Context: an optimization exercise on an open-source flow, tuned for small area, a short achievable clock period and few clock cycles per item. The choices shown serve that exercise and are no tape-out recipe. The RTL was checked by simulation tests, not by an equivalence proof against the original design.

== pepper ==
// pfe_bld
module pfe_bld (
    input  wire        clk,
    input  wire        rst,
    input  wire        in_valid,
    output wire        in_ready,
    input  wire [4:0]  in_op,
    input  wire [31:0] in_src,
    input  wire [31:0] in_dst,
    output reg         out_valid,
    input  wire        out_ready,
    output reg  [31:0] out_pix
);
clock: 16.0 ns
lec_check: 0
cap_margin: 20
core_margin: 2
core_utilization: 40
setup_slack_margin: 5
slew_margin: 20
run.sh (not shown) runs the stock make flow with config.mk's settings and CLKGATE_MAP_FILE= SYNTH_SCRIPT=/design/flow/synth_recipe.tcl, a recipe that flattens the netlist after the stock synthesis.
Testbench counts of pepper, summed over its fixed seeds: cycles 24,846, items 16,384.
Input-level comparison between delta and pepper:
diff --git a/flow/design.v b/flow/design.v
--- a/flow/design.v
+++ b/flow/design.v
@@ -280,17 +280,16 @@
     wire y_lt_x = y[15:0] < x;
     wire [8:0]  u  = (mn && y_lt_x) ? ty[8:0] : tx;
     reg  [12:0] ta;
     always @* case (am)
         2'd0: ta = 13'd0;
         2'd1: ta = {4'b0, u};
-        2'd2: ta = ~{4'b0, u};
-        default: ta = ~{3'b0, u, 1'b0};
+        2'd2: ta = ~{4'b0, u} + 13'd1;
+        default: ta = ~{3'b0, u, 1'b0} + 13'd1;
     endcase
-    wire        tc = am[1];               
-    wire [12:0] r  = ({5'b0, s} & {13{ks}}) + ({5'b0, d} & {13{kd}}) + ta + ({{2{ty[10]}}, ty} & {13{bm}}) + {12'd0, tc};
+    wire [12:0] r  = ({5'b0, s} & {13{ks}}) + ({5'b0, d} & {13{kd}}) + ta + ({{2{ty[10]}}, ty} & {13{bm}});
     wire [9:0]  ra = {2'b0, d} + {1'b0, tx};
     wire [7:0]  cm = r[12] ? 8'd0 : (r[11:8] != 4'd0) ? 8'd255 : r[7:0];
     wire [7:0]  ca = (ra[9:8] != 2'd0) ? 8'd255 : ra[7:0];
     assign res = use_alt ? ca : cm;
 endmodule
 module pfe_bld_dstep4 (
@@ -330,48 +329,49 @@
     wire [7:0] l_x = is7 ? s : d;
     wire [7:0] l_y = is7 ? sa : da;
     wire lt_c = l_x < l_y;                     
     wire d_nz = d != 8'd0, s_nz = s != 8'd0;
     assign need = is7 ? (d_nz & lt_c) : is8 ? (s_nz & lt_c) : 1'b0;
     assign den  = is7 ? sa - s : s;
-    wire hi = is34 && !ovl_lo;
     reg [10:0] p, q;
     always @* begin
         p = {3'b0, ~da}; q = 11'd0;
         case (op)
             5'd1: q = {3'b0, d};
-            5'd3, 5'd4: if (hi) begin p = {2'b0, 1'b1, da}; q = ~{2'b0, d, 1'b0}; end
-                        else q = {2'b0, d, 1'b0};
-            5'd2, 5'd11: begin p = 11'd0; q = {3'b0, d}; end
+            5'd3, 5'd4: q = {2'b0, d, 1'b0};
+            5'd2, 5'd11: p = 11'd0;
             5'd10, 5'd17, 5'd19: p = {3'b0, da};
             5'd7: if (d_nz & lt_c) p = 11'd0;
             5'd8: if (s_nz & lt_c) p = 11'd0;
             default: ;
         endcase
+        if (op == 5'd2 || op == 5'd11) q = {3'b0, d};
     end
-    assign a1 = p + q;
-    reg [9:0] bp, bq;
-    reg       bc;
+    wire [10:0] a_sum = p + q;
+    wire [10:0] a_hi  = {2'b0, 1'b1, da} + ~{2'b0, d, 1'b0};    
+    assign a1 = (is34 && !ovl_lo) ? a_hi : a_sum;
+    wire [9:0] b_nd   = ~{2'b0, d} + 10'd1;
+    wire [9:0] b_dmda = {2'b0, d} - {2'b0, da};
+    wire [9:0] b_damd = {2'b0, da} - {2'b0, d};
     always @* begin
-        bp = ~{2'b0, d}; bq = 10'd0; bc = 1'b1; g = 1'b1; m1g = 1'b0;    
+        b2 = b_nd; g = 1'b1; m1g = 1'b0;
         case (op)
             5'd1: m1g = 1'b1;
-            5'd3, 5'd4: begin m1g = 1'b1; if (hi) begin bp = {2'b0, d}; bq = ~{2'b0, da}; end end
+            5'd3, 5'd4: begin m1g = 1'b1; if (!ovl_lo) b2 = b_dmda; end
             5'd2, 5'd11, 5'd17: g = 1'b0;
-            5'd10: begin bp = {2'b0, d}; bc = 1'b0; g = 1'b0; end
+            5'd10: begin b2 = {2'b0, d}; g = 1'b0; end
             5'd7: begin
-                if (d_nz & lt_c) begin bp = {2'b0, d}; bc = 1'b0; g = 1'b0; end
-                else begin m1g = 1'b1; if (d_nz) bq = {2'b0, da}; end
+                if (d_nz & lt_c) begin b2 = {2'b0, d}; g = 1'b0; end
+                else begin m1g = 1'b1; if (d_nz) b2 = b_damd; end
             end
             5'd8: begin
-                if (s_nz & lt_c) begin bq = {2'b0, da}; g = 1'b0; end
-                else begin m1g = 1'b1; if (!lt_c) bq = {2'b0, da}; end
+                if (s_nz & lt_c) begin b2 = b_damd; g = 1'b0; end
+                else begin m1g = 1'b1; if (!lt_c) b2 = b_damd; end
             end
             default: ;
         endcase
-        b2 = bp + bq + {9'd0, bc};
     end
 endmodule
 module pfe_bld (
     input  wire        clk,
     input  wire        rst,
     input  wire        in_valid,
@@ -479,15 +479,14 @@
                 .x(xa[i]), .y(ya[i])
             );
             wire [7:0] r1, q1, r2, q2;
             pfe_bld_dstep4 u_d1 (.rem_i(rem[i]), .qs_i(qs[i]), .den(den[i]), .den3(den3[i]), .rem_o(r1), .qs_o(q1));
             pfe_bld_dstep4 u_d2 (.rem_i(r1), .qs_i(q1), .den(den[i]), .den3(den3[i]), .rem_o(r2), .qs_o(q2));
             assign sat_now[i] = sat[i] | (qs[i] >= da);
-            wire       bw   = bu0 & !sat_now[i];
-            wire [9:0] f_p  = bu0 ? (sat_now[i] ? 10'd0 : {2'b0, da}) : (sat_now[i] ? {2'b0, da} : {2'b0, qs[i]});
-            wire [9:0] b_fin = ~{2'b0, d} + f_p + (bw ? ~{2'b0, qs[i]} : 10'd0) + {8'd0, bw, !bw};
+            wire [9:0] b_fin = bu0 ? (sat_now[i] ? ~{2'b0, d} + 10'd1 : {2'b0, da} - {2'b0, d} - {2'b0, qs[i]})
+                                   : (sat_now[i] ? {2'b0, da} - {2'b0, d} : {2'b0, qs[i]} - {2'b0, d});
             wire ld = need0[i] && !ldp;
             always @(posedge clk) begin
                 if (ldp) begin
                     a1r[i]  <= pa1[i];
                     m1gr[i] <= pm1g[i];
                     b2r[i]  <= pb2[i];
==> run notes <==
delta: flow completed, timing, DRC and antenna clean. delta vs. pepper: boundary pin count neither gained nor lost much. Per the comparison of delta with pepper, DRC violation count after routing essentially unchanged, synthesized cell count increased about 6%, number of tap cells added at floorplan increased 137, via count increased about 7%, met1 demand-to-capacity share in global routing essentially unchanged. Max routed length on met2 across delta and pepper: delta. Routing usage on met3 (delta over pepper): increase, 1.7 points. Of the two values seen for slowest library cell on the worst path, o311ai_0 was produced by delta and edfxtp_1 by pepper.
Testbench counts of delta, summed over its fixed seeds: cycles 24,846, items 16,384.

[port drivers added, routing unchanged]
The flow's constraints put no driver on any port. The routed layouts listed below were extracted and timed again, unchanged, in two steps. Step 1, drivers: a clkbuf_16 drives clk and a buf_2 each remaining input, both assumed. Step 2 moves the port delays by t, midway between the first and last clock arrival at a register: inputs arrive t later, outputs are due t later. That takes back most of the time a late clock gives input paths. Three values: ideal ports, drivers, drivers and shift; two values: the first two.
| run | shift t [ns] | setup slack, ns | hold WS [ns] | worst setup path after step 2 |
|---|---|---|---|---|
| pepper | 0.776 | 8.906 / 8.906 / 8.906 | 0.528 / 0.528 / 0.528 | register to register |
| delta | 0.799 | 8.443 / 8.443 / 8.443 | 0.452 / 0.452 / 0.452 | register to register |
After both steps setup and hold are still met in every run listed.
